What follows belongs to an exercise in optimizing a design on an open flow for small area, a short achievable clock period and few clock cycles; a production flow would make more cautious choices. The RTL was checked by simulation tests, not by an equivalence proof against the original design. No activity file was given, so power comes from the tool's default toggle rates.

## flow/design.v

```verilog
module somagic_video_core (
    input  wire        clk,
    input  wire        rst,           
    input  wire [11:0] cfg_bpl,       
    input  wire [9:0]  cfg_lpf,       
    input  wire        in_valid,
    input  wire [7:0]  in_data,
    output wire        in_ready,
    input  wire        ret_valid,
    input  wire [1:0]  ret_buf,
    output reg         wr_valid,
    output wire [1:0]  wr_buf,
    output reg  [22:0] wr_off,
    output reg  [7:0]  wr_data,
    output reg         done_valid,
    output wire [1:0]  done_buf,
    output reg  [31:0] done_seq,
    output wire [22:0] done_bytes,
    output reg         done_err,
    output wire [2:0]  done_reason
);
    localparam [1:0] S_HUNT = 2'd0, S_SYNC1 = 2'd1, S_SYNC2 = 2'd2, S_TRC = 2'd3;
    reg  [9:0]  blk_pos;
    reg         blk_video;      
    wire is_hdr = (blk_pos[9:2] == 8'd0);
    wire d_ff   = (in_data == 8'hFF);
    wire d_00   = (in_data == 8'h00);
    wire d_aa   = (in_data == 8'hAA);
    wire take   = in_valid && rdy;
    wire [9:0] blk_pos_inc = blk_pos + 10'd1;
    wire vb     = take && !is_hdr && blk_video;
    reg  [1:0]  sync_state;
    reg         inj_ff;         
    reg         inj_00;         
    reg         rdy;            
    reg         ev_pix, ev_trc;
    reg  [7:0]  ev_d;
    assign in_ready = rdy;
    wire hold   = inj_ff || inj_00;
    wire h_pix  = vb && sync_state == S_HUNT  && !d_ff;
    wire s1_f   = vb && sync_state == S_SYNC1 && !d_00;
    wire s2_f   = vb && sync_state == S_SYNC2 && !d_00;
    wire trc    = vb && sync_state == S_TRC   && !d_00;
    wire fail   = s1_f || s2_f;
    wire inj_00_n = s2_f || (inj_00 && inj_ff);
    always @(posedge clk) begin
        if (rst) begin
            blk_pos    <= 10'd0;
            sync_state <= S_HUNT;
            inj_ff     <= 1'b0;
            inj_00     <= 1'b0;
            rdy        <= 1'b1;
            ev_pix     <= 1'b0;
            ev_trc     <= 1'b0;
        end else begin
            blk_pos <= blk_pos + {9'd0, take};
            if (vb) begin
                case (sync_state)
                    S_HUNT:  if (d_ff) sync_state <= S_SYNC1;
                    S_SYNC1: sync_state <= d_00 ? S_SYNC2 : S_HUNT;
                    S_SYNC2: sync_state <= d_00 ? S_TRC : S_HUNT;
                    default: sync_state <= S_HUNT;
                endcase
            end
            if (!hold) ev_pix <= h_pix || fail;
            ev_trc <= trc;
            inj_ff <= fail;
            inj_00 <= inj_00_n;
            rdy    <= !(fail || inj_00_n);
        end
        if (take && blk_pos[9:2] == 8'd0)
            blk_video <= (blk_pos[1] ? d_00 : d_aa) && (blk_pos[1:0] == 2'd0 || blk_video);
        if (!hold) ev_d <= in_data;
    end
    reg         in_blank;
    reg         cur_valid;
    reg         on_second;
    reg  [11:0] col_left;       
    reg  [9:0]  lines_left;     
    reg  [9:0]  alc_left;       
    reg         jump;           
    reg  [22:0] bytes_written;
    reg         done_short;
    reg  [1:0]  q0, q1, q2, q3;
    reg  [2:0]  av_cnt;         
    wire        av_ok = cur_valid ? (av_cnt[2] || av_cnt[1]) : (av_cnt != 3'd0);
    wire sav   = ev_trc && !ev_d[4];      
    wire eav   = ev_trc &&  ev_d[4];
    wire sav_f = ev_d[6];
    wire sav_v = ev_d[5];
    wire full        = (lines_left == 10'd0);
    wire eol         = (col_left == 12'd1);
    wire alc_short   = (alc_left != 10'd0);
    wire a_pix       = ev_pix || hold;      
    wire live        = a_pix && !in_blank && cur_valid;
    wire pix_write   = live && !full;
    wire pix_ovf     = live && full;
    wire f2_sav      = sav && cur_valid && sav_f && !on_second;
    wire short_field = f2_sav && alc_short;
    wire field_two   = f2_sav && !alc_short;
    wire frame_done  = sav && cur_valid && !sav_f && on_second;
    wire finalize    = short_field || frame_done || pix_ovf;
    wire acquire     = sav && !sav_f && !sav_v && (!cur_valid || frame_done) && av_ok;
    wire fstart      = acquire || field_two;
    assign wr_buf      = q0;
    assign done_buf    = q0;
    assign done_bytes  = bytes_written;
    assign done_reason = {done_err, 1'b0, done_short};
    wire [22:0] off_next = wr_off + (jump ? {11'd0, col_left} : 23'd0) + 23'd1;
    always @(posedge clk) begin
        if (rst) begin
            in_blank   <= 1'b1;
            cur_valid  <= 1'b0;
            wr_valid   <= 1'b0;
            done_valid <= 1'b0;
            done_seq   <= 32'd0;
            q0         <= 2'd0;
            q1         <= 2'd1;
            q2         <= 2'd2;
            q3         <= 2'd3;
            av_cnt     <= 3'd4;
        end else begin
            wr_valid   <= pix_write;
            done_valid <= finalize;
            done_seq   <= done_seq + {31'd0, done_valid};
            if (eav) in_blank <= 1'b1;
            if (sav) in_blank <= sav_v;
            if (finalize) cur_valid <= 1'b0;
            if (acquire) cur_valid <= 1'b1;
            if (done_valid) begin
                q0 <= q1;
                q1 <= q2;
                q2 <= q3;
            end
            if (ret_valid) begin
                case (av_cnt[1:0] - {1'b0, done_valid})
                    2'd0: q0 <= ret_buf;
                    2'd1: q1 <= ret_buf;
                    2'd2: q2 <= ret_buf;
                    default: q3 <= ret_buf;
                endcase
            end
            av_cnt <= av_cnt + {2'd0, ret_valid} - {2'd0, done_valid};
        end
        wr_data    <= inj_ff ? 8'hFF : (inj_00 ? 8'h00 : ev_d);
        done_err   <= short_field || pix_ovf;
        done_short <= short_field;
        if (acquire) on_second <= 1'b0;
        else if (field_two) on_second <= 1'b1;
        bytes_written <= ((done_valid || !cur_valid) ? 23'd0 : bytes_written) + {22'd0, pix_write};
        if (fstart) begin
            col_left   <= cfg_bpl;
            lines_left <= cfg_lpf;
            alc_left   <= cfg_lpf;
            jump       <= field_two;
            wr_off     <= 23'h7FFFFF;
        end else begin
            wr_off <= wr_off + {11'd0, col_left & {12{jump && pix_write}}} + {22'd0, pix_write};
            if (pix_write) jump <= eol;
            if (pix_write && eol) col_left <= cfg_bpl;
            else col_left <= col_left - {11'd0, pix_write};
            lines_left <= lines_left - {9'd0, pix_write && eol};
            alc_left   <= alc_left - {9'd0, eav && cur_valid && !in_blank && alc_short};
        end
    end
endmodule
```

## flow/flow/run.sh

```bash
#!/bin/bash
export BUFFER_PORTS_ARGS="-buffer_cell sky130_fd_sc_hd__buf_1"
export SETUP_SLACK_MARGIN=7.0
bash standard.sh > standard.log 2>&1
```

## flow/standard.sh

```bash
#!/bin/bash
# synth_recipe.tcl (not shown) runs the flow's synth.tcl, then flattens the netlist and writes it again
# the make line also repeats each setting of config.mk as NAME=value (left out here)
make -C /OpenROAD-flow-scripts/flow DESIGN_CONFIG=/design/flow/config.mk WORK_HOME=/design/flow/orfs CLKGATE_MAP_FILE= SYNTH_SCRIPT=/design/flow/synth_recipe.tcl "${@:-finish}"
```

## flow/config.mk

```make
export PLATFORM = sky130hd
export DESIGN_NAME = somagic_video_core
export DESIGN_NICKNAME = somagic_video_core
export VERILOG_FILES = /design/flow/design.v
export SDC_FILE = /design/flow/constraint.sdc
export NUM_CORES = 4
export LEC_CHECK = 0
export CAP_MARGIN = 20
export CORE_MARGIN = 2
export CORE_UTILIZATION = 40
export CTS_BUF_LIST = sky130_fd_sc_hd__clkbuf_8
export SLEW_MARGIN = 20
```

## flow/constraint.sdc

```tcl
create_clock -name core_clock -period 10.5 [get_ports {clk}]
set_input_delay 2.1000 -clock core_clock [delete_from_list [all_inputs] [get_ports {clk}]]
set_output_delay 2.1000 -clock core_clock [all_outputs]
set_load 0.01 [all_outputs]
```

==> results.txt, run 1 <==
num rows 49; total track usage 15.9%; I/O Pins 133; GR Util met3 4.07%; Filler Cell Count 1809; WL per Instance 13.3 um; CP required 8.40 ns; Yosys Warn Count 1; register area share after synthesis 45.2%; Crit. End Element output port; FFs w/ async S/R, synth 0%; final wirelength 15.7 mm; ys flop type dfxtp_1; status complete, no violations; Die Ht 140 um; met2 Usage GRT 23.5%; max incr delay on CP 0.52 ns; diode count 0; pre-CTS setup slack 6.76 ns; Seq cells post-synth 163; Die X 140 um; Gate power share 3.1%; Clk pin slew, worst setup/hold paths 0.10 ns; post-route antenna net violation count 0; arrival time at the worst endpoint 1.16 ns; Tcrit/Tclk final 31.1%; routed vias 5876; CP bufs+invs 1; unrepaired setup endpoints after global routing no; global route overflow 0; initial antenna violation count 0; Iteration-0 DRC Markers 254; Power Internal 851 uW; EDFF count, synth 10; gpl congestion 0.788; met1 Use GR 22.8%; largest net degree at the start of global routing 65; Net Sw Frac 24.6%; count leader, synth dfxtp_1; min-delay worst type reg -> reg; final setup vio count 0; most area-hungry cell type in the Yosys netlist dfxtp_1; GRT busiest layer met2; die area 19700 sq um; vias per inst 4.96; port bufs 131; drt drc 0; drt first pass iters 5; top cell type's share of synthesized area 41.1%; slowest CP cell dfxtp_2; Max VDD drop 0.0000851 V; root buffer cell clkbuf_8; highest clock rate 307 MHz; Core ar. 18100 sq um; dpl cells 1150; Pwr per Cell Area 132 nW/um^2; synthesized area per cell 9.13 sq um; Reg power frac 56.9%; max cap viols 0; setup TNS 0 ns; initial core utilization 41.0%; layout cells sized above 1 6.39%; worst skew pair latency 0.45 ns; FF/Latch Area 3370 sq um; first-pass GRT wire length 25.5 mm; P&R area growth vs syn 14.8%; Netlist cell types 54; Final Instance Count excl. Fillers 1184; post-layout worst setup margin 7.24 ns; sw power 278 uW; Startpoint Class register; worst-path fanout max 12; clk sinks 163; hold slack 0.471 ns; Clock Power Share 40.0%; CTS tree done; worst-path cell chain buf_1; area of the multi-input gates 3870 sq um; Synth Cell Area 7450 sq um; Lkg Pwr 3.45 nW; nets@finish 1008; Worst Max-Slew Pin Slew 0.757 ns; synth top area cells dfxtp_1 41%, xnor2_1 5.6%, xor2_1 5.1%; Hold Violations, Final 0; Slew HR 49.2%; Mapped Cells 816; CTS H-tree depth 4; most instantiated cells after synthesis 153 x dfxtp_1, 99 x nor2_1, 62 x nand2_1; Post-DP HPWL 11.3 mm; CTS Buf Count 17; Post-Syn Nets 882; Crit Path Category reg -> out; Final min period 3.26 ns; Fin Clk Skew 0.0148 ns; Final Max Tran Viols 0; vias in the first global route 5134; clock tree buffer depth 2; delay-heaviest family, CP flip-flops; Reg2Reg Setup Slack 7.24 ns
[power groups by stage]
stage	combinational (mW)	clock, mW	sequential [mW]
floorplan	0.0235	0	0.656
global placement	0.0356	0	0.657
detailed placement	0.0360	0	0.657
CTS	0.0362	0.475	0.643
global route	0.0402	0.497	0.644
finish	0.0356	0.452	0.642
[logic make-up after synthesis]
logic type      Yosys count  share of synthesized area, %
mux                      21                          3.01
simple gates            346                          23.7
fa+ha+maj                30                          5.34
compound gates          106                          8.53
buf+inv                  58                          3.54
xor+xnor                 91                          10.7
flops                   163                          45.2
other cells               1                        0.0503
[worst paths after layout]
| path | startpoint | to | cells after the start |
|---|---|---|---|
| max | done_valid | done_valid | 1 |
| min | ev_d[7] | wr_data[7] | 1 |
| max reg2reg | lines_left[6] | wr_off[22] | 15 |
| min reg2reg | ev_d[7] | wr_data[7] | 1 |
[cells in the final DEF (no fill, tap or decap), types with 7 or more instances in the layout]
master    count
o21ai_0      24
buf_1       130
dfxtp_1     151
xor2_1       43
nand3_1      38
edfxtp_1     10
inv_1        30
xnor2_1      48
a21o_1       13
and3_1       21
clkbuf_8     18
nor2_1       98
nand2_1      62
nor2b_1       7
a21oi_1      43
mux2_1        8
and4_1        7
nor4_1        8
or3_1        10
nand4_1      13
nand2b_1     15
mux2i_1      10
and2_1       19
nor3_1       19
ha_1         27
[flip-flops by register name, summed over array words and instances, names as in the netlist, 3 cells and up]
signal / cells
done_seq: 32
bytes_written: 23
wr_off: 23
col_left: 12
alc_left: 10
blk_pos: 10
lines_left: 10
ev_d: 8
wr_data: 8
av_cnt: 3
[per-layer routing]
| layer | share of wire [%] | wire [um] |
|---|---|---|
| met5 | 0 | 0 |
| met4 | 1.1 | 169 |
| met3 | 4.6 | 727 |
| met2 | 43 | 6790 |
| met1 | 51 | 8050 |
[layout make-up]
| cell class | instances | share of cell area, % |
|---|---|---|
| inverters | 30 | 1.32 |
| repair buffers | 135 | 6.12 |
| flip-flops and latches | 163 | 39.4 |
| multi-input cells | 595 | 45.3 |
| clock inverters | 14 | 1.65 |
| clock buffers | 18 | 2.90 |
| well taps | 229 | 3.35 |
[timing repair]
item | CTS | global route
pin swaps | 0 | 2
setup endpoints to repair | 14 | 18
resized for setup | 4 | 9
buffers inserted | 0 | 2
hold buffers | 0 | 0
[metrics by stage]
stage               power (mW)  instance area [sq um]  util, %
detailed placement       0.693                   8100     44.6
global route              1.18                   8550     47.1
finish                    1.13                   8550     47.1
floorplan                0.679                   7450        -
global placement         0.693                   8100     44.6
CTS                       1.15                   8500     46.8
Testbench counts, summed over its fixed seeds: cycles 1,179,870.
==> inputs of run 2 (changes only) <==
==> flow/flow/run.sh (replaced) <==
#!/bin/bash
export BUFFER_PORTS_ARGS="-buffer_cell sky130_fd_sc_hd__buf_1"
export SETUP_SLACK_MARGIN=7.2
bash standard.sh > standard.log 2>&1
--- a/flow/config.mk
+++ b/flow/config.mk
@@ -8,5 +8,4 @@
 export CAP_MARGIN = 20
 export CORE_MARGIN = 2
 export CORE_UTILIZATION = 40
-export CTS_BUF_LIST = sky130_fd_sc_hd__clkbuf_8
 export SLEW_MARGIN = 20
==> run 2 against run 1 <==
Still clean on timing, DRC and antenna. Synthesized cell count did not move. Critical path depth did not move. Non-clock buffer count rose by 5. Largest power group unchanged. Total power rose by 13%. Fmax rose by 3.0%. Clock power rose by 31%. Highest routed layer unchanged. Worst hold slack improved by 0.0036 ns. Clock skew fell by 0.0059 ns. Critical endpoint is now done_seq[2]. Global-route usage rose by 0.57 points. Utilization rose by 1.4 points. Final area rose by 3.0%. Sequential share of layout area fell by 1.1 points.
==> results.txt, run 2 <==
slowest CP cell dfxtp_1 (was dfxtp_2); CTS Buf Count 17 (unchanged); Reg2Reg Depth 14 (was 15); ys flop type dfxtp_1 (unchanged); Max VDD drop 0.000134 V (was 0.0000851 V); vias per inst 4.91 (was 4.96); Yosys Warn Count 1 (unchanged); Fin Clk Skew 0.00895 ns (was 0.0148 ns); top cell type's share of synthesized area 41.1% (unchanged); Worst Max-Slew Pin Slew 0.748 ns (was 0.757 ns); die area 19700 sq um (unchanged); Crit. End Element output port (unchanged); clk sinks 163 (unchanged); Seq cells post-synth 163 (unchanged); Hold Crit Start ev_d[2] (was ev_d[7]); most area-hungry cell type in the Yosys netlist dfxtp_1 (unchanged); root buffer cell clkbuf_16 (was clkbuf_8); max cap viols 0 (unchanged); Die Ht 140 um (unchanged); Post-Syn Nets 882 (unchanged); Pwr per Cell Area 144 nW/um^2 (was 132 nW/um^2); initial antenna violation count 0 (unchanged); Placed Area 8110 sq um (was 8100 sq um); routed wl met3 679 um (was 727 um); setup TNS 0 ns (unchanged); vias in the first global route 5300 (was 5134); final wirelength 16.2 mm (was 15.7 mm); CP required 8.40 ns (about the same); highest clock rate 316 MHz (was 307 MHz); Min-Delay Path Depth 1 (unchanged); multiplexer area fraction after synthesis 3.01% (unchanged); Slew HR 49.8% (was 49.2%); met1 wire length 8.15 mm (was 8.05 mm); worst r2r dst wr_off[8] (was wr_off[22]); worst skew pair latency 0.43 ns (was 0.45 ns); layout cells sized above 1 7.81% (was 6.39%); post-route antenna net violation count 0 (unchanged); routed vias 5835 (was 5876); Netlist cell types 54 (unchanged); Biggest register done_seq (unchanged); initial core utilization 41.0% (unchanged); pre-CTS setup slack 6.69 ns (was 6.76 ns); Final min period 3.17 ns (was 3.26 ns); Synth Cell Area 7450 sq um (unchanged); Crit Path Category reg -> out (unchanged); P&R area growth vs syn 18.2% (was 14.8%); Lkg Pwr 3.57 nW (was 3.45 nW); delay-heaviest family, CP flip-flops (unchanged); Largest regs done_seq: 32 flops, bytes_written: 23 flops, wr_off: 23 flops (unchanged); Die X 140 um (unchanged); nets@finish 1013 (was 1008); Tcrit/Tclk final 30.2% (was 31.1%); port bufs 131 (unchanged); CTS tree done (unchanged); min-delay worst type reg -> reg (unchanged); EDFF count, synth 10 (unchanged); gpl congestion 0.777 (was 0.788); largest net degree at the start of global routing 65 (unchanged); max reg flops 32 (unchanged); global route overflow 0 (unchanged); max incr delay on CP 0.42 ns (was 0.52 ns); worst-path fanout max 6 (was 12); drt first pass iters 5 (unchanged); unrepaired setup endpoints after global routing no (unchanged); Reg2Reg Setup Slack 7.34 ns (was 7.24 ns); clock tree buffer depth 2 (unchanged); hold slack 0.475 ns (was 0.471 ns); FFs w/ async S/R, synth 0% (unchanged); Util after Layout 48.5% (was 47.1%); reg2reg start lines_left[6] (unchanged); Core ar. 18100 sq um (unchanged); status complete, no violations (unchanged); Iteration-0 DRC Markers 200 (was 254); total track usage 16.5% (was 15.9%); I/O Pins 133 (unchanged); xor-xnor portion of the synthesized cell area 10.7% (unchanged); CP bufs+invs 1 (unchanged); most instantiated cells after synthesis 153 x dfxtp_1, 99 x nor2_1, 62 x nand2_1 (unchanged); num rows 49 (unchanged); final setup vio count 0 (unchanged); Hold Violations, Final 0 (unchanged); Final Cell Area 8800 sq um (was 8550 sq um); post-synthesis compound-gate area fraction 8.53% (unchanged); post-layout worst setup margin 7.33 ns (was 7.24 ns); first-pass GRT wire length 26.4 mm (was 25.5 mm); Mapped Cells 816 (unchanged); dpl cells 1150 (unchanged); drt drc 0 (unchanged); commonest cells after routing, fill and taps aside 150 x dfxtp_1, 130 x buf_1, 97 x nor2_1, 62 x nand2_1, 48 x xnor2_1 (was 151 x dfxtp_1, 130 x buf_1, 98 x nor2_1, 62 x nand2_1, 48 x xnor2_1); simple-gate share of the synthesized area 23.7% (unchanged); arrival time at the worst endpoint 1.07 ns (was 1.16 ns); Post-Synth Adder-Cell Area 5.34% (unchanged); Clk pin slew, worst setup/hold paths 0.07 ns (was 0.10 ns); diode count 0 (unchanged); synth top area cells dfxtp_1 41%, xnor2_1 5.6%, xor2_1 5.1% (unchanged); Post-DP HPWL 11.5 mm (was 11.3 mm); met2 wire length 7.21 mm (was 6.79 mm); hold endpoint wr_data[2] (was wr_data[7]); largest family of logic cells by synthesized area simple AND/OR/NAND/NOR gates (unchanged); synthesized area per cell 9.13 sq um (unchanged); Startpoint Class register (unchanged); most common cell after layout, fill and taps aside dfxtp_1 (unchanged); Final Max Tran Viols 0 (unchanged); CTS H-tree depth 4 (unchanged); WL per Instance 13.6 um (was 13.3 um); Final Instance Count excl. Fillers 1189 (was 1184); count leader, synth dfxtp_1 (unchanged); highest metal used met4 (unchanged); register area share after synthesis 45.2% (unchanged); Pwr Total 1.27 mW (was 1.13 mW); worst-path cell chain buf_1 (unchanged)
==> run 2: cell types whose count changed in the layout (fill, tap and decap cells not counted), sizes merged <==
cell | before | now
clkinvlp | 4 | 2
bufinv | 1 | 0
clkinv | 2 | 5
buf | 134 | 139
==> run 2: kinds of logic after synthesis <==
kind of cell / after synthesis
xor gates and xnor gates: 91
AOI/OAI and AO/OA: 106
and+or+nand+nor: 346
DFF: 163
adders and majority gates: 30
other: 1
buffers and inverters: 58
muxes: 21
==> run 2: where the power goes <==
group          internal, mW  switching (mW)
Sequential            0.634         0.00820
Combinational        0.0168          0.0191
Clock                 0.316           0.277
==> run 2: cell type report <==
type | instances | area (sq um)
Multi-Input combinational cell | 595 | 3920
Clock buffer | 18 | 439
Fill cell | 1740 | 9340
Inverter | 30 | 113
Clock inverter | 14 | 118
Timing Repair Buffer | 140 | 561
Tap cell | 229 | 287
Sequential cell | 163 | 3370
==> run 2: worst max path at each step <==
stage / from / to / slack, ns / cells after the start
after floorplan: in_data[0] / sync_state[1] / 7.10 / 4
after global placement: inj_ff / wr_off[20] / 6.88 / 13
after detailed placement: lines_left[6] / wr_off[20] / 6.69 / 15
after CTS: cur_valid / wr_off[22] / 7.21 / 13
after global routing: lines_left[6] / wr_off[8] / 7.19 / 15
final: done_seq[2] / done_seq[2] / 7.33 / 1
==> run 2: what timing repair did <==
item                                    in CTS  in global routing
gates resized for setup                     10                 14
hold buffers                                 0                  0
pin swaps                                    2                  2
buffers inserted                             3                  4
endpoints found under the setup margin      21                 18
==> run 2: routing by layer <==
layer  track usage, %  vias up
li1                 -     3068
met1             23.2     2657
met2             24.8       98
met3             4.75       12
met4             4.42        0
met5                0        -
==> inputs of run 3 (changes only) <==
--- a/flow/config.mk
+++ b/flow/config.mk
@@ -8,4 +8,5 @@
 export CAP_MARGIN = 20
 export CORE_MARGIN = 2
 export CORE_UTILIZATION = 40
+export CTS_BUF_LIST = sky130_fd_sc_hd__clkbuf_8
 export SLEW_MARGIN = 20
==> run 3 against run 2 <==
Final area is 2.0% lower. Register-to-register slack better by 0.05 ns. Clock skew is 0.0061 ns higher. Sequential share of layout area is 0.82 points higher. Via count is 0.34% higher. Clock power is 27% lower. Largest power group unchanged. Wire length is 0.78% lower. Fmax is 0.99% lower. Utilization is 0.99 points lower. Worst hold slack better by 0.0023 ns. Final cell count hardly changed.
==> results.txt, run 3 <==
status complete, no violations (unchanged); synthesized area per cell 9.13 sq um (unchanged); most common cell after layout, fill and taps aside dfxtp_1 (unchanged); Lkg Pwr 3.49 nW (was 3.57 nW); Synth Cell Area 7450 sq um (unchanged); Post-Syn Nets 882 (unchanged); Crit Path Category reg -> out (unchanged); clk sinks 163 (unchanged); Fin Clk Skew 0.0150 ns (was 0.00895 ns); Biggest register done_seq (unchanged); Seq cells post-synth 163 (unchanged); worst-path fanout max 6 (unchanged); root buffer cell clkbuf_8 (was clkbuf_16); max reg flops 32 (unchanged); Hold Violations, Final 0 (unchanged); Mapped Cells 816 (unchanged); largest net degree at the start of global routing 65 (unchanged); EDFF count, synth 10 (unchanged); clock tree buffer depth 2 (unchanged); Worst Max-Slew Pin Slew 0.749 ns (was 0.748 ns); vias in the first global route 5297 (was 5300); drt drc 0 (unchanged); highest clock rate 313 MHz (was 316 MHz); setup TNS 0 ns (unchanged); port bufs 131 (unchanged); Reg2Reg Depth 14 (unchanged); Largest regs done_seq: 32 flops, bytes_written: 23 flops, wr_off: 23 flops (unchanged); Die X 140 um (unchanged); commonest cells after routing, fill and taps aside 148 x dfxtp_1, 130 x buf_1, 97 x nor2_1, 61 x nand2_1, 48 x xnor2_1 (was 150 x dfxtp_1, 130 x buf_1, 97 x nor2_1, 62 x nand2_1, 48 x xnor2_1); Final min period 3.20 ns (was 3.17 ns); routed vias 5855 (was 5835); diode count 0 (unchanged); worst-path cell chain buf_1 (unchanged); Yosys Warn Count 1 (unchanged); gpl congestion 0.777 (unchanged); Crit. End Element output port (unchanged); Final Max Tran Viols 0 (unchanged); first-pass GRT wire length 26.3 mm (was 26.4 mm); slowest CP cell dfxtp_1 (unchanged); Reg2Reg Setup Slack 7.39 ns (was 7.34 ns); arrival time at the worst endpoint 1.10 ns (was 1.07 ns); I/O Pins 133 (unchanged); CP bufs+invs 1 (unchanged); reg2reg start lines_left[6] (unchanged); Core ar. 18100 sq um (unchanged); vias per inst 4.92 (was 4.91); worst skew pair latency 0.46 ns (was 0.43 ns); CTS Buf Count 17 (unchanged); synth top area cells dfxtp_1 41%, xnor2_1 5.6%, xor2_1 5.1% (unchanged); ys flop type dfxtp_1 (unchanged); unrepaired setup endpoints after global routing yes (was no); P&R area growth vs syn 15.8% (was 18.2%); initial core utilization 41.0% (unchanged); die area 19700 sq um (unchanged); worst r2r dst wr_off[8] (unchanged); layout cells sized above 1 8.22% (was 7.81%); CTS tree done (unchanged); critical path launch point done_seq[2] (unchanged); CP required 8.40 ns (about the same); Max VDD drop 0.000115 V (was 0.000134 V); register area share after synthesis 45.2% (unchanged); Iteration-0 DRC Markers 224 (was 200); Die Ht 140 um (unchanged); Startpoint Class register (unchanged); final setup vio count 0 (unchanged); CP endpoint done_seq[2] (unchanged); total track usage 16.4% (was 16.5%); Pwr per Cell Area 129 nW/um^2 (was 144 nW/um^2); most area-hungry cell type in the Yosys netlist dfxtp_1 (unchanged); pre-CTS setup slack 6.69 ns (unchanged); nets@finish 1014 (was 1013); max cap viols 0 (unchanged); WL per Instance 13.5 um (was 13.6 um); Slew HR 49.8% (about the same); Clk pin slew, worst setup/hold paths 0.10 ns (was 0.07 ns); count leader, synth dfxtp_1 (unchanged); Tcrit/Tclk final 30.5% (was 30.2%); global route overflow 0 (unchanged); Post-DP HPWL 11.5 mm (unchanged); post-layout worst setup margin 7.30 ns (was 7.33 ns); most instantiated cells after synthesis 153 x dfxtp_1, 99 x nor2_1, 62 x nand2_1 (unchanged); final wirelength 16.1 mm (was 16.2 mm); delay-heaviest family, CP flip-flops (unchanged); CTS H-tree depth 4 (unchanged); FFs w/ async S/R, synth 0% (unchanged); num rows 49 (unchanged); initial antenna violation count 0 (unchanged); top cell type's share of synthesized area 41.1% (unchanged); Netlist cell types 54 (unchanged); max incr delay on CP 0.43 ns (was 0.42 ns); Crit. path cell count 1 (unchanged); min-delay worst type reg -> reg (unchanged); drt first pass iters 5 (unchanged); post-route antenna net violation count 0 (unchanged)
## run 3: power breakdown
| group | switching, mW | total [mW] | internal, mW |
|---|---|---|---|
| registers | 0.00821 | 0.642 | 0.634 |
| logic | 0.0192 | 0.0360 | 0.0168 |
| clock network | 0.256 | 0.433 | 0.177 |
## run 3: final cells by class
cell class                      instances  area [sq um]
Clock buffer                           18           248
Clock inverter                         14           118
Fill cell                            1764          9520
Inverter                               30           113
Multi-Input combinational cell        595          3920
Sequential cell                       163          3370
Tap cell                              229           287
Timing Repair Buffer                  141           568
## run 3: how the worst min path moves through the flow
stage / from / endpoint / slack (ns) / depth (start not counted)
2_1_floorplan: ev_d[0] / wr_data[0] / 0.42 / 1
3_3_place_gp: q3[1] / q3[1] / 0.47 / 2
3_5_place_dp: ev_d[2] / wr_data[2] / 0.47 / 1
4_1_cts: ev_d[2] / wr_data[2] / 0.48 / 1
5_1_grt: ev_d[2] / wr_data[2] / 0.50 / 1
6_report: ev_d[7] / wr_data[7] / 0.48 / 1
## run 3: logic make-up after synthesis
| family | synth area share [%] |
|---|---|
| other cells | 0.0503 |
| compound gates | 8.53 |
| buf+inv | 3.54 |
| simple gates | 23.7 |
| xor+xnor | 10.7 |
| flops | 45.2 |
| mux | 3.01 |
| fa+ha+maj | 5.34 |
## run 3: worst register-to-register path: cells and delay by family, from the launching register on
family / cells / cell delay (ns)
XOR/XNOR: 1 / 0.16
flip-flops: 1 / 0.34
AND/OR/NAND/NOR: 5 / 0.88
buffers and inverters: 2 / 0.19
AO/OA/AOI/OAI: 4 / 0.87
adder cells (fa/ha/maj): 2 / 0.55
## run 3: through the flow
stage / util, % / area (sq um) / hold slack [ns] / power, mW / std cells
after global routing: 47.5 / 8630 / 0.497 / 1.16 / 1190
after CTS: 47.1 / 8540 / 0.477 / 1.13 / 1186
after floorplan: - / 7460 / 0.424 / 0.679 / 816
after detailed placement: 44.7 / 8110 / 0.465 / 0.693 / 1150
after global placement: 44.7 / 8110 / 0.469 / 0.693 / 1150
final: 47.5 / 8630 / 0.477 / 1.11 / 1190
## run 3: timing repair
| item | 4_1_cts | 5_1_grt |
|---|---|---|
| endpoints found under the setup margin | 21 | 18 |
| resized for setup | 10 | 17 |
| pin swaps | 2 | 3 |
| cloned | 0 | 0 |
| hold buffers | 0 | 0 |
| setup buffers | 4 | 4 |
## run 3: per-layer routing
| metal | global-route usage [%] | wire (um) | vias up |
|---|---|---|---|
| li1 | - | - | 3068 |
| met1 | 23.1 | 8130 | 2666 |
| met2 | 24.7 | 7090 | 108 |
| met3 | 4.44 | 675 | 13 |
| met4 | 4.58 | 165 | 0 |
| met5 | 0 | 0 | - |
==> inputs of run 4 (changes only) <==
--- a/flow/design.v
+++ b/flow/design.v
@@ -27,7 +27,6 @@
     wire d_00   = (in_data == 8'h00);
     wire d_aa   = (in_data == 8'hAA);
     wire take   = in_valid && rdy;
-    wire [9:0] blk_pos_inc = blk_pos + 10'd1;
     wire vb     = take && !is_hdr && blk_video;
     reg  [1:0]  sync_state;
     reg         inj_ff;         
@@ -106,7 +105,6 @@
     assign done_buf    = q0;
     assign done_bytes  = bytes_written;
     assign done_reason = {done_err, 1'b0, done_short};
-    wire [22:0] off_next = wr_off + (jump ? {11'd0, col_left} : 23'd0) + 23'd1;
     always @(posedge clk) begin
         if (rst) begin
             in_blank   <= 1'b1;
==> run 4 against run 3 <==
Utilization fell by 0.067 points. Final area fell by 0.48%. Worst hold slack got worse by 0.014 ns. Synthesized cell count fell by 0.12%. Highest routed layer unchanged.
==> results.txt, run 4 <==
status complete, no violations (unchanged); Min-Delay Path Depth 1 (unchanged); largest family of logic cells by synthesized area simple AND/OR/NAND/NOR gates (unchanged); Crit. End Element output port (unchanged); Post-DP HPWL 11.1 mm (was 11.5 mm); worst-path cell chain buf_1 (unchanged); xor-xnor portion of the synthesized cell area 11.2% (was 10.7%); Pwr Total 1.12 mW (was 1.11 mW); Seq cells post-synth 163 (unchanged); num rows 49 (unchanged); first-pass GRT wire length 25.9 mm (was 26.3 mm); count leader, synth dfxtp_1 (unchanged); Final Max Tran Viols 0 (unchanged); clock tree buffer depth 2 (unchanged); initial core utilization 41.1% (was 41.0%); CTS Buf Count 17 (unchanged); Post-Syn Nets 881 (was 882); die area 19700 sq um (about the same); final setup vio count 0 (unchanged); hold slack 0.463 ns (was 0.477 ns); register area share after synthesis 45.2% (about the same); Synth Cell Area 7440 sq um (was 7450 sq um); setup TNS 0 ns (unchanged); most common cell after layout, fill and taps aside dfxtp_1 (unchanged); Filler Cell Count 1823 (was 1764); Netlist cell types 52 (was 54); Pwr per Cell Area 130 nW/um^2 (was 129 nW/um^2); final wirelength 15.7 mm (was 16.1 mm); Lkg Pwr 3.38 nW (was 3.49 nW); diode count 0 (unchanged); Startpoint Class register (unchanged); Worst Max-Slew Pin Slew 0.846 ns (was 0.749 ns); unrepaired setup endpoints after global routing no (was yes); max incr delay on CP 0.45 ns (was 0.43 ns); Slew HR 43.6% (was 49.8%); total track usage 16.1% (was 16.4%); Hold Violations, Final 0 (unchanged); CP bufs+invs 1 (unchanged); EDFF count, synth 10 (unchanged); Die Ht 140 um (about the same); Max VDD drop 0.0000935 V (was 0.000115 V); worst skew pair latency 0.46 ns (about the same); layout cells sized above 1 8.07% (was 8.22%); routed vias 5789 (was 5855); dpl cells 1145 (was 1150); Mapped Cells 815 (was 816); commonest cells after routing, fill and taps aside 150 x dfxtp_1, 130 x buf_1, 96 x nor2_1, 69 x nand2_1, 55 x xor2_1 (was 148 x dfxtp_1, 130 x buf_1, 97 x nor2_1, 61 x nand2_1, 48 x xnor2_1); nets@finish 1007 (was 1014); post-route antenna net violation count 0 (unchanged); GR Util met3 4.99% (was 4.44%); CTS H-tree depth 4 (unchanged); min-delay worst type reg -> reg (unchanged); initial antenna violation count 0 (unchanged); Final min period 3.19 ns (was 3.20 ns); Fin Clk Skew 0.0147 ns (was 0.0150 ns); GRT busiest layer met2 (unchanged); met2 Usage GRT 25.4% (was 24.7%); port bufs 131 (unchanged); highest clock rate 314 MHz (was 313 MHz); pre-CTS setup slack 6.78 ns (was 6.69 ns); I/O Pins 133 (unchanged); FFs w/ async S/R, synth 0% (unchanged); P&R area growth vs syn 15.3% (was 15.8%); arrival time at the worst endpoint 1.09 ns (was 1.10 ns); most instantiated cells after synthesis 153 x dfxtp_1, 98 x nor2_1, 69 x nand2_1 (was 153 x dfxtp_1, 99 x nor2_1, 62 x nand2_1); Tcrit/Tclk final 30.4% (was 30.5%); drt first pass iters 4 (was 5); top cell type's share of synthesized area 41.2% (was 41.1%); drt drc 0 (unchanged); max cap viols 0 (unchanged); Crit Path Category reg -> out (unchanged); synthesized area per cell 9.13 sq um (about the same); CP required 8.40 ns (about the same); gpl congestion 0.764 (was 0.777); hold_buf cts 0 (unchanged); synth top area cells dfxtp_1 41%, xor2_1 6.5%, nor2_1 4.9% (was dfxtp_1 41%, xnor2_1 5.6%, xor2_1 5.1%); Largest regs done_seq: 32 flops, bytes_written: 23 flops, wr_off: 23 flops (unchanged); Core ar. 18100 sq um (about the same); clk sinks 163 (unchanged); most area-hungry cell type in the Yosys netlist dfxtp_1 (unchanged); root buffer cell clkbuf_8 (unchanged); Yosys Warn Count 1 (unchanged); delay-heaviest family, CP flip-flops (unchanged); Iteration-0 DRC Markers 151 (was 224); multiplexer area fraction after synthesis 3.68% (was 3.01%); CTS tree done (unchanged); vias in the first global route 5389 (was 5297); post-layout worst setup margin 7.31 ns (was 7.30 ns); worst-path fanout max 6 (unchanged); ys flop type dfxtp_1 (unchanged); met1 Use GR 21.5% (was 23.1%); vias per inst 4.89 (was 4.92); max reg flops 32 (unchanged); simple-gate share of the synthesized area 23.7% (about the same); slowest CP cell dfxtp_1 (unchanged); post-synthesis compound-gate area fraction 7.43% (was 8.53%); Biggest register done_seq (unchanged); Crit. path cell count 1 (unchanged); Die X 140 um (about the same); Clk pin slew, worst setup/hold paths 0.10 ns (about the same); largest net degree at the start of global routing 65 (unchanged); WL per Instance 13.3 um (was 13.5 um); global route overflow 0 (unchanged); Reg2Reg Depth 15 (was 14); Post-Synth Adder-Cell Area 5.35% (was 5.34%); Final Instance Count excl. Fillers 1183 (was 1190)
run 4: path summary, 6_finish.rpt:
check         startpoint           to  slack, ns
min reg2reg      ev_d[7]   wr_data[7]       0.46
max          done_seq[6]  done_seq[6]       7.31
min              ev_d[7]   wr_data[7]       0.46
max reg2reg    cur_valid   wr_off[16]       7.36
run 4: layout make-up:
| class | count | area [sq um] | area share, % |
|---|---|---|---|
| sequential | 163 | 3370 | 39.3 |
| inverter | 27 | 101 | 1.18 |
| tap | 229 | 287 | 3.34 |
| clock buffer | 17 | 234 | 2.73 |
| timing repair buffer | 139 | 566 | 6.59 |
| multi-input combinational | 593 | 3890 | 45.4 |
| clock inverter | 15 | 134 | 1.56 |
run 4: repair_timing:
action | 4_1_cts | 5_1_grt
setup buffers | 3 | 3
endpoints found under the setup margin | 16 | 16
gates resized for setup | 9 | 11
pin swaps | 2 | 4
run 4: kinds of logic after synthesis:
group,count (synthesis)
and+or+nand+nor,350
muxes,23
adders and majority gates,30
buffers and inverters,59
xor gates and xnor gates,95
DFF,163
AOI/OAI and AO/OA,94
other,1
run 4: worst reg2reg max path: cells and delay by family, from the launching register on:
| kind | cells | cell delay (ns) |
|---|---|---|
| flip-flops | 1 | 0.44 |
| adder cells (fa/ha/maj) | 2 | 0.60 |
| buffers and inverters | 2 | 0.22 |
| AO/OA/AOI/OAI | 4 | 0.75 |
| AND/OR/NAND/NOR | 7 | 1.08 |
run 4: power by group:
group | internal, mW | switching, mW
logic | 0.0168 | 0.0195
registers | 0.634 | 0.00774
clock network | 0.174 | 0.263
total | 0.825 | 0.290
run 4: per-layer routing:
layer  vias up  routed length [um]
met5         -                   0
met4         0                 180
met3        14                 669
met2       106                7220
met1      2652                7630
li1       3017                   -
run 4: per-stage QoR:
step | utilization, % | area (sq um)
floorplan | - | 7450
global placement | 44.7 | 8090
detailed placement | 44.7 | 8090
CTS | 47.1 | 8520
global route | 47.5 | 8580
finish | 47.5 | 8580
Testbench counts of run 4, summed over its fixed seeds: cycles 1,179,870.
==> inputs of run 5 (changes only) <==
--- a/flow/config.mk
+++ b/flow/config.mk
@@ -7,6 +7,6 @@
 export LEC_CHECK = 0
 export CAP_MARGIN = 20
 export CORE_MARGIN = 2
-export CORE_UTILIZATION = 40
+export CORE_UTILIZATION = 60
 export CTS_BUF_LIST = sky130_fd_sc_hd__clkbuf_8
 export SLEW_MARGIN = 20
==> run 5 against run 4 <==
Combinational power about the same. Total power down 0.26%. Area after synthesis unchanged. Register-to-register slack better by 0.03 ns. Synthesized cell count unchanged. Sequential share of layout area up 0.49 points. Critical path depth unchanged. Fmax down 0.45%. Clock skew down 0.0060 ns. Critical endpoint is now done_valid.
==> results.txt, run 5 <==
max reg flops 32 (unchanged); setup TNS 0 ns (unchanged); Max VDD drop 0.000129 V (was 0.0000935 V); top cell type's share of synthesized area 41.2% (unchanged); root buffer cell clkbuf_8 (unchanged); critical path launch point done_valid (was done_seq[6]); Crit Path Category reg -> out (unchanged); commonest cells after routing, fill and taps aside 150 x dfxtp_1, 130 x buf_1, 96 x nor2_1, 69 x nand2_1, 55 x xor2_1 (unchanged); Fin Clk Skew 0.00869 ns (was 0.0147 ns); Net Sw Frac 22.9% (was 26.0%); nets@finish 1005 (was 1007); final setup vio count 0 (unchanged); Post-DP HPWL 10.9 mm (was 11.1 mm); Hold Violations, Final 0 (unchanged); count leader, synth dfxtp_1 (unchanged); register area share after synthesis 45.2% (unchanged); hold slack 0.454 ns (was 0.463 ns); Lkg Pwr 3.37 nW (was 3.38 nW); max cap viols 0 (unchanged); routed vias 5947 (was 5789); Netlist cell types 52 (unchanged); WL per Instance 13.5 um (was 13.3 um); CTS Buf Count 17 (unchanged); Gate power share 3.2% (was 3.3%); first-pass GRT wire length 25.0 mm (was 25.9 mm); worst-path cell chain buf_1 (unchanged); hold_buf cts 0 (unchanged); synthesized area per cell 9.13 sq um (unchanged); Tcrit/Tclk final 30.5% (was 30.4%); CTS tree done (unchanged); max incr delay on CP 0.47 ns (was 0.45 ns); Min-Delay Path Depth 1 (unchanged); Synth Cell Area 7440 sq um (unchanged); final wirelength 15.1 mm (was 15.7 mm); layout cells sized above 1 7.35% (was 8.07%); most common cell after layout, fill and taps aside dfxtp_1 (unchanged); EDFF count, synth 10 (unchanged); worst skew pair latency 0.46 ns (about the same); Clk pin slew, worst setup/hold paths 0.08 ns (was 0.10 ns); vias per inst 5.31 (was 4.89); slowest CP cell dfxtp_4 (was dfxtp_1); Slew HR 44.3% (was 43.6%); Crit. path cell count 1 (unchanged); die area 13300 sq um (was 19700 sq um); I/O Pins 133 (unchanged); post-route antenna net violation count 0 (unchanged); vias in the first global route 5501 (was 5389); Placed Area 8010 sq um (was 8090 sq um); Final Cell Area 8480 sq um (was 8580 sq um); drt drc 0 (unchanged); Biggest register done_seq (unchanged); Final Max Tran Viols 0 (unchanged); Reg2Reg Setup Slack 7.39 ns (was 7.36 ns); Pwr Total 1.11 mW (was 1.12 mW); Reg power frac 57.7% (was 57.5%); Seq cells post-synth 163 (unchanged); unrepaired setup endpoints after global routing no (unchanged); clock tree buffer depth 2 (unchanged); Pwr per Cell Area 131 nW/um^2 (was 130 nW/um^2); Reg2Reg Depth 15 (unchanged); initial antenna violation count 0 (unchanged); Power Internal 858 uW (was 825 uW); gpl congestion 0.849 (was 0.764); initial core utilization 61.7% (was 41.1%); Startpoint Class register (unchanged); drt first pass iters 4 (unchanged); most area-hungry cell type in the Yosys netlist dfxtp_1 (unchanged); total track usage 23.5% (was 16.1%); arrival time at the worst endpoint 1.10 ns (was 1.09 ns); Mapped Cells 815 (unchanged); Post-Syn Nets 881 (unchanged); Yosys Warn Count 1 (unchanged); Iteration-0 DRC Markers 273 (was 151); P&R area growth vs syn 14.0% (was 15.3%); ys flop type dfxtp_1 (unchanged); Largest regs done_seq: 32 flops, bytes_written: 23 flops, wr_off: 23 flops (unchanged); status complete, no violations (unchanged); CP required 8.40 ns (about the same); FFs w/ async S/R, synth 0% (unchanged); largest net degree at the start of global routing 65 (unchanged); clk sinks 163 (unchanged); synth top area cells dfxtp_1 41%, xor2_1 6.5%, nor2_1 4.9% (unchanged); port bufs 131 (unchanged); diode count 0 (unchanged); reg2reg start cur_valid (unchanged); sw power 254 uW (was 290 uW); delay-heaviest family, CP flip-flops (unchanged); global route overflow 0 (unchanged); most instantiated cells after synthesis 153 x dfxtp_1, 98 x nor2_1, 69 x nand2_1 (unchanged); Worst Max-Slew Pin Slew 0.835 ns (was 0.846 ns); CTS H-tree depth 4 (unchanged); Crit. End Element output port (unchanged); Die X 115 um (was 140 um); num rows 40 (was 49); Clock Power Share 39.1% (was 39.2%); min-delay worst type reg -> reg (unchanged); Final min period 3.20 ns (was 3.19 ns); Die Ht 115 um (was 140 um); Core ar. 12100 sq um (was 18100 sq um); CP bufs+invs 1 (unchanged); highest clock rate 312 MHz (was 314 MHz); worst-path fanout max 13 (was 6); Hold Crit Start ev_d[2] (was ev_d[7])
## run 5: changes by cell type in the layout (fill, tap and decap cells not counted), sizes merged
cell / change
inv: -9
clkinv: +7
buf: -2
bufinv: +2
## run 5: routing by layer
layer	wire length, um	global-route usage (%)	vias up
met1	6810	29.7	2803
met4	155	6.27	0
li1	-	-	3020
met5	0	0	-
met3	592	6.06	15
met2	7540	39.8	109
## run 5: power groups by stage
stage / Sequential (mW) / Combinational, mW / Clock [mW]
final: 0.642 / 0.0361 / 0.435
after detailed placement: 0.656 / 0.0358 / 0
after CTS: 0.642 / 0.0362 / 0.444
after floorplan: 0.656 / 0.0237 / 0
after global routing: 0.643 / 0.0420 / 0.474
after global placement: 0.656 / 0.0349 / 0
## run 5: cell type report
| class | count | area (sq um) |
|---|---|---|
| Fill cell | 1024 | 3580 |
| Multi-Input combinational cell | 593 | 3870 |
| Sequential cell | 163 | 3370 |
| Clock inverter | 15 | 141 |
| Timing Repair Buffer | 137 | 551 |
| Tap cell | 168 | 210 |
| Clock buffer | 17 | 234 |
| Inverter | 27 | 101 |
## run 5: kinds of logic (layout without fill, tap and decap cells)
family / after synthesis / count (layout) / synth area share (%)
adder cells (fa/ha/maj): 30 / 30 / 5.35
other: 1 / 1 / 0.0504
AO/OA/AOI/OAI: 94 / 94 / 7.43
buffers and inverters: 59 / 196 / 3.46
multiplexers: 23 / 23 / 3.68
flip-flops: 163 / 163 / 45.2
AND/OR/NAND/NOR: 350 / 350 / 23.7
XOR/XNOR: 95 / 95 / 11.2
## run 5: final timing paths
kind           endpoint
min reg2reg  wr_data[2]
min          wr_data[2]
max          done_valid
max reg2reg  wr_off[16]
## run 5: timing repair
action / 4_1_cts / 5_1_grt
endpoints found under the setup margin: 16 / 15
buffers inserted: 1 / 3
gates resized for setup: 11 / 8
pin swaps: 2 / 5
## run 5: per-stage QoR
step | instances | setup WS [ns] | utilization, %
floorplan | 815 | 7.21 | -
global placement | 1084 | 6.86 | 66.4
detailed placement | 1084 | 6.74 | 66.4
CTS | 1117 | 7.20 | 69.9
global route | 1120 | 7.19 | 70.3
finish | 1120 | 7.30 | 70.3
==> inputs of run 6 (changes only) <==
==> flow/flow/run.sh (replaced) <==
#!/bin/bash
export BUFFER_PORTS_ARGS="-buffer_cell sky130_fd_sc_hd__buf_1"
export SETUP_SLACK_MARGIN=7.2
export CTS_ARGS="-sink_clustering_enable -repair_clock_nets -buf_list sky130_fd_sc_hd__clkbuf_8 -root_buf sky130_fd_sc_hd__clkbuf_16"
bash standard.sh > standard.log 2>&1
--- a/flow/config.mk
+++ b/flow/config.mk
@@ -7,6 +7,6 @@
 export LEC_CHECK = 0
 export CAP_MARGIN = 20
 export CORE_MARGIN = 2
-export CORE_UTILIZATION = 60
+export CORE_UTILIZATION = 40
 export CTS_BUF_LIST = sky130_fd_sc_hd__clkbuf_8
 export SLEW_MARGIN = 20
==> run 6 against run 5 <==
Worst hold slack gained 0.0094 ns. Global-route usage shrank 7.5 points. Register-to-register slack lost 0.02 ns. Critical path type unchanged. Clock skew grew 0.0053 ns. Highest routed layer unchanged. Total power grew 0.93%. Via count shrank 2.8%. Sequential cell count is the same. Wire length grew 3.4%. Critical path depth is the same. Final cell count grew 5.5%.
==> results.txt, run 6 <==
status complete, no violations (unchanged); num rows 49 (was 40); Tcrit/Tclk final 29.9% (was 30.5%); I/O Pins 133 (unchanged); Worst Max-Slew Pin Slew 0.844 ns (was 0.835 ns); worst-path cell chain buf_1 (unchanged); Clk pin slew, worst setup/hold paths 0.09 ns (was 0.08 ns); Reg2Reg Depth 16 (was 15); final wirelength 15.6 mm (was 15.1 mm); pre-CTS setup slack 6.78 ns (was 6.74 ns); worst r2r dst wr_off[16] (unchanged); Netlist cell types 52 (unchanged); Pwr Total 1.12 mW (was 1.11 mW); Max VDD drop 0.0000937 V (was 0.000129 V); worst-path fanout max 13 (unchanged); initial antenna violation count 0 (unchanged); WL per Instance 13.2 um (was 13.5 um); GRT busiest layer met2 (unchanged); vias per inst 4.89 (was 5.31); ys flop type dfxtp_1 (unchanged); count leader, synth dfxtp_1 (unchanged); layout cells sized above 1 7.97% (was 7.35%); Die X 140 um (was 115 um); nets@finish 1006 (was 1005); FFs w/ async S/R, synth 0% (unchanged); highest clock rate 319 MHz (was 312 MHz); Core ar. 18100 sq um (was 12100 sq um); Filler Cell Count 1826 (was 1024); commonest cells after routing, fill and taps aside 150 x dfxtp_1, 130 x buf_1, 96 x nor2_1, 69 x nand2_1, 55 x xor2_1 (unchanged); hold_buf cts 0 (unchanged); gpl congestion 0.764 (was 0.849); max incr delay on CP 0.47 ns (about the same); CP bufs+invs 1 (unchanged); Util after Layout 47.4% (was 70.3%); diode count 0 (unchanged); first-pass GRT wire length 25.8 mm (was 25.0 mm); post-route antenna net violation count 0 (unchanged); Seq cells post-synth 163 (unchanged); Fin Clk Skew 0.0140 ns (was 0.00869 ns); met1 Use GR 21.4% (was 29.7%); slowest CP cell dfxtp_4 (unchanged); total track usage 16.0% (was 23.5%); clock tree buffer depth 2 (unchanged); CTS tree done (unchanged); worst skew pair latency 0.39 ns (was 0.46 ns); P&R area growth vs syn 15.3% (was 14.0%); Iteration-0 DRC Markers 155 (was 273); max cap viols 0 (unchanged); vias in the first global route 5369 (was 5501); Post-DP HPWL 11.1 mm (was 10.9 mm); Crit. End Element output port (unchanged); die area 19700 sq um (was 13300 sq um); Final Cell Area 8580 sq um (was 8480 sq um); EDFF count, synth 10 (unchanged); Yosys Warn Count 1 (unchanged); arrival time at the worst endpoint 1.04 ns (was 1.10 ns); hold endpoint wr_data[7] (was wr_data[2]); CP required 8.40 ns (about the same); hold slack 0.464 ns (was 0.454 ns); most area-hungry cell type in the Yosys netlist dfxtp_1 (unchanged); Die Ht 140 um (was 115 um); Synth Cell Area 7440 sq um (unchanged); initial core utilization 41.1% (was 61.7%); Hold Crit Start ev_d[7] (was ev_d[2]); Final Instance Count excl. Fillers 1182 (was 1120); drt drc 0 (unchanged); Biggest register done_seq (unchanged); CTS H-tree depth 4 (unchanged); reg2reg start lines_left[2] (was cur_valid); GR Util met3 4.79% (was 6.06%); setup TNS 0 ns (unchanged); Min-Delay Path Depth 1 (unchanged); unrepaired setup endpoints after global routing no (unchanged); synth top area cells dfxtp_1 41%, xor2_1 6.5%, nor2_1 4.9% (unchanged); CTS Buf Count 17 (unchanged); Placed Area 8090 sq um (was 8010 sq um); top cell type's share of synthesized area 41.2% (unchanged); global route overflow 0 (unchanged); Final Max Tran Viols 0 (unchanged); port bufs 131 (unchanged); Post-Syn Nets 881 (unchanged); Lkg Pwr 3.37 nW (about the same); Crit Path Category reg -> out (unchanged); largest net degree at the start of global routing 65 (unchanged); Hold Violations, Final 0 (unchanged); most instantiated cells after synthesis 153 x dfxtp_1, 98 x nor2_1, 69 x nand2_1 (unchanged); post-layout worst setup margin 7.36 ns (was 7.30 ns); register area share after synthesis 45.2% (unchanged); Pwr per Cell Area 131 nW/um^2 (about the same); most common cell after layout, fill and taps aside dfxtp_1 (unchanged); Startpoint Class register (unchanged); Mapped Cells 815 (unchanged); delay-heaviest family, CP flip-flops (unchanged); root buffer cell clkbuf_16 (was clkbuf_8); synthesized area per cell 9.13 sq um (unchanged); clk sinks 163 (unchanged); min-delay worst type reg -> reg (unchanged); Final min period 3.14 ns (was 3.20 ns); Reg2Reg Setup Slack 7.37 ns (was 7.39 ns); dpl cells 1145 (was 1084); drt first pass iters 4 (unchanged); routed vias 5782 (was 5947); max reg flops 32 (unchanged); final setup vio count 0 (unchanged); Largest regs done_seq: 32 flops, bytes_written: 23 flops, wr_off: 23 flops (unchanged); met2 Usage GRT 25.3% (was 39.8%); Slew HR 43.7% (was 44.3%)
## run 6: cell counts after synthesis
Identical to the previous run, type by type.
## run 6: logic make-up after synthesis
kind of cell | after synthesis | synth area share (%)
flops | 163 | 45.2
other cells | 1 | 0.0504
compound gates | 94 | 7.43
fa+ha+maj | 30 | 5.35
xor+xnor | 95 | 11.2
buf+inv | 59 | 3.46
mux | 23 | 3.68
simple gates | 350 | 23.7
## run 6: layout make-up
class / instances / area (sq um) / area share [%]
multi-input cells: 593 / 3890 / 45.4
well taps: 229 / 287 / 3.34
repair buffers: 138 / 546 / 6.36
clock inverters: 15 / 134 / 1.56
flip-flops and latches: 163 / 3370 / 39.3
clock buffers: 17 / 245 / 2.86
inverters: 27 / 101 / 1.18
## run 6: timing repair
action                                  in CTS  in global routing
setup buffers                                1                  4
hold endpoints to repair                     0                  0
endpoints found under the setup margin      16                 17
gates resized for setup                      9                 13
pin swaps                                    1                  3
## run 6: power breakdown
group / switching [mW] / internal [mW]
Clock: 0.261 / 0.185
Combinational: 0.0195 / 0.0168
Sequential: 0.00772 / 0.634
## run 6: routing by layer
| layer | up-vias | share of wire (%) |
|---|---|---|
| met5 | - | 0 |
| met4 | 0 | 1.1 |
| met3 | 15 | 4.4 |
| met2 | 112 | 46 |
| met1 | 2639 | 48 |
| li1 | 3016 | - |
## run 6: worst max-delay path by stage
stage                        startpoint          to  slack, ns  depth (start not counted)
after global placement    lines_left[6]  wr_off[16]       6.82                         14
final                        done_valid  done_valid       7.36                          1
after floorplan           lines_left[6]  wr_off[14]       7.21                         17
after CTS                 lines_left[6]  wr_off[10]       7.12                         14
after global routing          cur_valid  wr_off[16]       7.18                         15
after detailed placement  lines_left[6]  wr_off[16]       6.78                         14
==> inputs of run 7 (changes only) <==
==> flow/run.sh (new file) <==
#!/bin/bash
# synth_recipe.tcl (not shown) runs the flow's synth.tcl, then flattens the netlist and writes it again
# the make line also repeats each setting of config.mk as NAME=value (left out here)
make -C /OpenROAD-flow-scripts/flow DESIGN_CONFIG=/design/flow/config.mk WORK_HOME=/design/flow/orfs CLKGATE_MAP_FILE= SYNTH_SCRIPT=/design/flow/synth_recipe.tcl finish
removed: flow/flow/run.sh
removed: flow/standard.sh
==> run 7 against run 6 <==
Critical path depth unchanged. Area after synthesis unchanged. Count of clock-buffer cells in the layout up 2. Still clean. Critical endpoint unchanged. Combinational power up 33%. Final area up 7.9%. Final cell count down 0.42%. Worst hold slack worse by 0.00093 ns. Wire length up 2.2%. First-iteration DRC count up 41%. Clock power down 5.2%. Largest power group unchanged.
==> results.txt, run 7 <==
Final min period 3.91 ns (was 3.14 ns); CTS H-tree depth 4 (unchanged); clk sinks 163 (unchanged); Post-DP HPWL 11.5 mm (was 11.1 mm); Synth Cell Area 7440 sq um (unchanged); CTS resizes 0 (was 9); nets@finish 1001 (was 1006); die area 19700 sq um (unchanged); initial antenna violation count 0 (unchanged); max incr delay on CP 0.69 ns (was 0.47 ns); Fin Clk Skew 0.0149 ns (was 0.0140 ns); Die X 140 um (unchanged); top cell type's share of synthesized area 41.2% (unchanged); drt drc 0 (unchanged); routed vias 5710 (was 5782); slowest CP cell dfxtp_1 (was dfxtp_4); Final Max Tran Viols 0 (unchanged); count leader, synth dfxtp_1 (unchanged); Core ar. 18100 sq um (unchanged); vias per inst 4.85 (was 4.89); worst-path cell chain clkdlybuf4s50_1 (was buf_1); worst skew pair latency 0.45 ns (was 0.39 ns); min-delay worst type reg -> reg (unchanged); Max VDD drop 0.0000812 V (was 0.0000937 V); port bufs 131 (unchanged); reg2reg start lines_left[6] (was lines_left[2]); initial core utilization 41.1% (unchanged); unrepaired setup endpoints after global routing no (unchanged); Reg power frac 57.7% (was 57.1%); hold_buf cts 0 (unchanged); most area-hungry cell type in the Yosys netlist dfxtp_1 (unchanged); Crit Path Category reg -> out (unchanged); Final Cell Area 9260 sq um (was 8580 sq um); vias in the first global route 5417 (was 5369); post-CTS setup buffers 0 (was 1); Hold Violations, Final 0 (unchanged); critical path launch point done_valid (unchanged); Netlist cell types 52 (unchanged); Hold Crit Start ev_d[7] (unchanged); CP required 8.40 ns (about the same); P&R area growth vs syn 24.4% (was 15.3%); Worst Max-Slew Pin Slew 0.894 ns (was 0.844 ns); WL per Instance 13.6 um (was 13.2 um); total track usage 16.7% (was 16.0%); Clk pin slew, worst setup/hold paths 0.09 ns (about the same); Util after Layout 51.2% (was 47.4%); I/O Pins 133 (unchanged); Biggest register done_seq (unchanged); Yosys Warn Count 1 (unchanged); setup TNS 0 ns (unchanged); largest net degree at the start of global routing 65 (unchanged); delay-heaviest family, CP flip-flops (unchanged); EDFF count, synth 10 (unchanged); ys flop type dfxtp_1 (unchanged); Mapped Cells 815 (unchanged); max cap viols 0 (unchanged); Pwr Total 1.11 mW (was 1.12 mW); commonest cells after routing, fill and taps aside 153 x dfxtp_1, 130 x clkdlybuf4s50_1, 98 x nor2_1, 69 x nand2_1, 55 x xor2_1 (was 150 x dfxtp_1, 130 x buf_1, 96 x nor2_1, 69 x nand2_1, 55 x xor2_1); Pwr per Cell Area 120 nW/um^2 (was 131 nW/um^2); most common cell after layout, fill and taps aside dfxtp_1 (unchanged); FFs w/ async S/R, synth 0% (unchanged); Gate power share 4.3% (was 3.2%); root buffer cell clkbuf_8 (was clkbuf_16); final setup vio count 0 (unchanged); highest clock rate 256 MHz (was 319 MHz); global route overflow 0 (unchanged); Tcrit/Tclk final 37.2% (was 29.9%); Iteration-0 DRC Markers 219 (was 155); Slew HR 40.4% (was 43.7%); Largest regs done_seq: 32 flops, bytes_written: 23 flops, wr_off: 23 flops (unchanged); Placed Area 8890 sq um (was 8090 sq um); num rows 49 (unchanged); clock tree buffer depth 2 (unchanged); Net Sw Frac 24.2% (was 25.6%); hold slack 0.463 ns (was 0.464 ns); Die Ht 140 um (unchanged); diode count 0 (unchanged); Filler Cell Count 1713 (was 1826); most instantiated cells after synthesis 153 x dfxtp_1, 98 x nor2_1, 69 x nand2_1 (unchanged); max reg flops 32 (unchanged); CP bufs+invs 1 (unchanged); Clock Power Share 37.9% (was 39.7%); status complete, no violations (unchanged); drt first pass iters 4 (unchanged); CTS tree done (unchanged); synth top area cells dfxtp_1 41%, xor2_1 6.5%, nor2_1 4.9% (unchanged); final wirelength 16.0 mm (was 15.6 mm); Post-Syn Nets 881 (unchanged); register area share after synthesis 45.2% (unchanged); worst-path fanout max 13 (unchanged); gpl congestion 0.770 (was 0.764); Crit. End Element output port (unchanged); Startpoint Class register (unchanged); Seq cells post-synth 163 (unchanged); Power Internal 842 uW (was 835 uW); arrival time at the worst endpoint 1.81 ns (was 1.04 ns); sw power 269 uW (was 288 uW); post-route antenna net violation count 0 (unchanged); synthesized area per cell 9.13 sq um (unchanged); Lkg Pwr 3.63 nW (was 3.37 nW); CTS Buf Count 17 (unchanged); first-pass GRT wire length 26.9 mm (was 25.8 mm); layout cells sized above 1 5.80% (was 7.97%)
-- run 7: cell counts after synthesis --
Identical to the previous run, type by type.
-- run 7: power groups by stage --
stage	clock network, mW	registers (mW)	logic (mW)
2_1_floorplan	0	0.656	0.0236
3_3_place_gp	0	0.656	0.0486
3_5_place_dp	0	0.656	0.0487
4_1_cts	0.440	0.642	0.0492
5_1_grt	0.466	0.644	0.0542
6_report	0.422	0.642	0.0483
-- run 7: per-stage QoR --
stage                     setup WS (ns)  std cells
after floorplan                    7.12        815
after global placement             6.57       1145
after detailed placement           6.53       1145
after CTS                          6.52       1177
after global routing               6.26       1177
final                              6.59       1177
-- run 7: kinds of logic after synthesis --
family / synth area share (%)
buffers and inverters: 3.46
other: 0.0504
DFF: 45.2
and+or+nand+nor: 23.7
AOI/OAI and AO/OA: 7.43
adders and majority gates: 5.35
muxes: 3.68
xor gates and xnor gates: 11.2
-- run 7: routing by layer --
metal	vias to the layer above	part of all wire (%)	global-route usage (%)
met4	0	0.86	4.63
met3	9	4.3	4.55
met2	100	45	25.7
met5	-	0	0
li1	3001	-	-
met1	2600	50	23.2
-- run 7: area by class of cell --
class	instances	area [sq um]	share of cell area (%)
Tap cell	229	287	3.10
Sequential cell	163	3360	36.3
Clock inverter	13	100	1.08
Clock buffer	19	262	2.83
Timing Repair Buffer	133	1320	14.3
Inverter	27	101	1.10
Multi-Input combinational cell	593	3820	41.3
-- run 7: path summary, 6_finish.rpt --
check                     to  slack, ns  cells after the start
setup / recovery  done_valid       6.59                      1
hold / removal    wr_data[7]       0.46                      1
setup reg to reg  wr_off[14]       6.64                     14
hold reg to reg   wr_data[7]       0.46                      1

==> re-timing with driven ports <==
The flow's constraints put no driver on any port. The routed layouts listed below were extracted and timed again, unchanged, in two steps. Step 1 sets driving cells, clkbuf_16 on the clock port and buf_2 on the other inputs (assumed; they add their load-dependent delay and slew). Step 2 adds t to the input delays and takes it off the output delays; t is the mean of the earliest and latest rising clock arrival at the registers after step 1. Input paths then give back, and output paths get back, about the clock's delay inside the block. Slacks: ideal / step 1 / step 2; pairs: ideal / step 1.
run | shift t [ns] | setup WS [ns] | hold WS [ns] | worst setup path at the end | latest minus earliest clock arrival (ns)
run 1 | 0.481 | 7.239 / 7.203 / 6.829 | 0.471 / 0.471 / 0.471 | input to register | 0.015 / 0.015
run 2 | 0.472 | 7.333 / 7.287 / 6.911 | 0.475 / 0.475 / 0.475 | input to register | 0.009 / 0.009
run 3 | 0.489 | 7.301 / 7.262 / 6.903 | 0.477 / 0.477 / 0.477 | input to register | 0.015 / 0.015
run 4 | 0.494 | 7.311 / 7.270 / 7.002 | 0.463 / 0.463 / 0.463 | input to register | 0.017 / 0.018
run 5 | 0.489 | 7.297 / 7.259 / 6.978 | 0.454 / 0.454 / 0.454 | input to register | 0.009 / 0.010
run 6 | 0.423 | 7.362 / 7.319 / 7.001 | 0.464 / 0.464 / 0.464 | input to register | 0.018 / 0.019
run 7 | 0.478 | 6.591 / 6.550 / 6.506 | 0.463 / 0.463 / 0.463 | input to register | 0.015 / 0.015
After both steps every run listed still meets setup and hold. For run 2, which loses most, drivers alone change the setup slack by -0.046 ns; drivers and shift together by -0.422 ns.
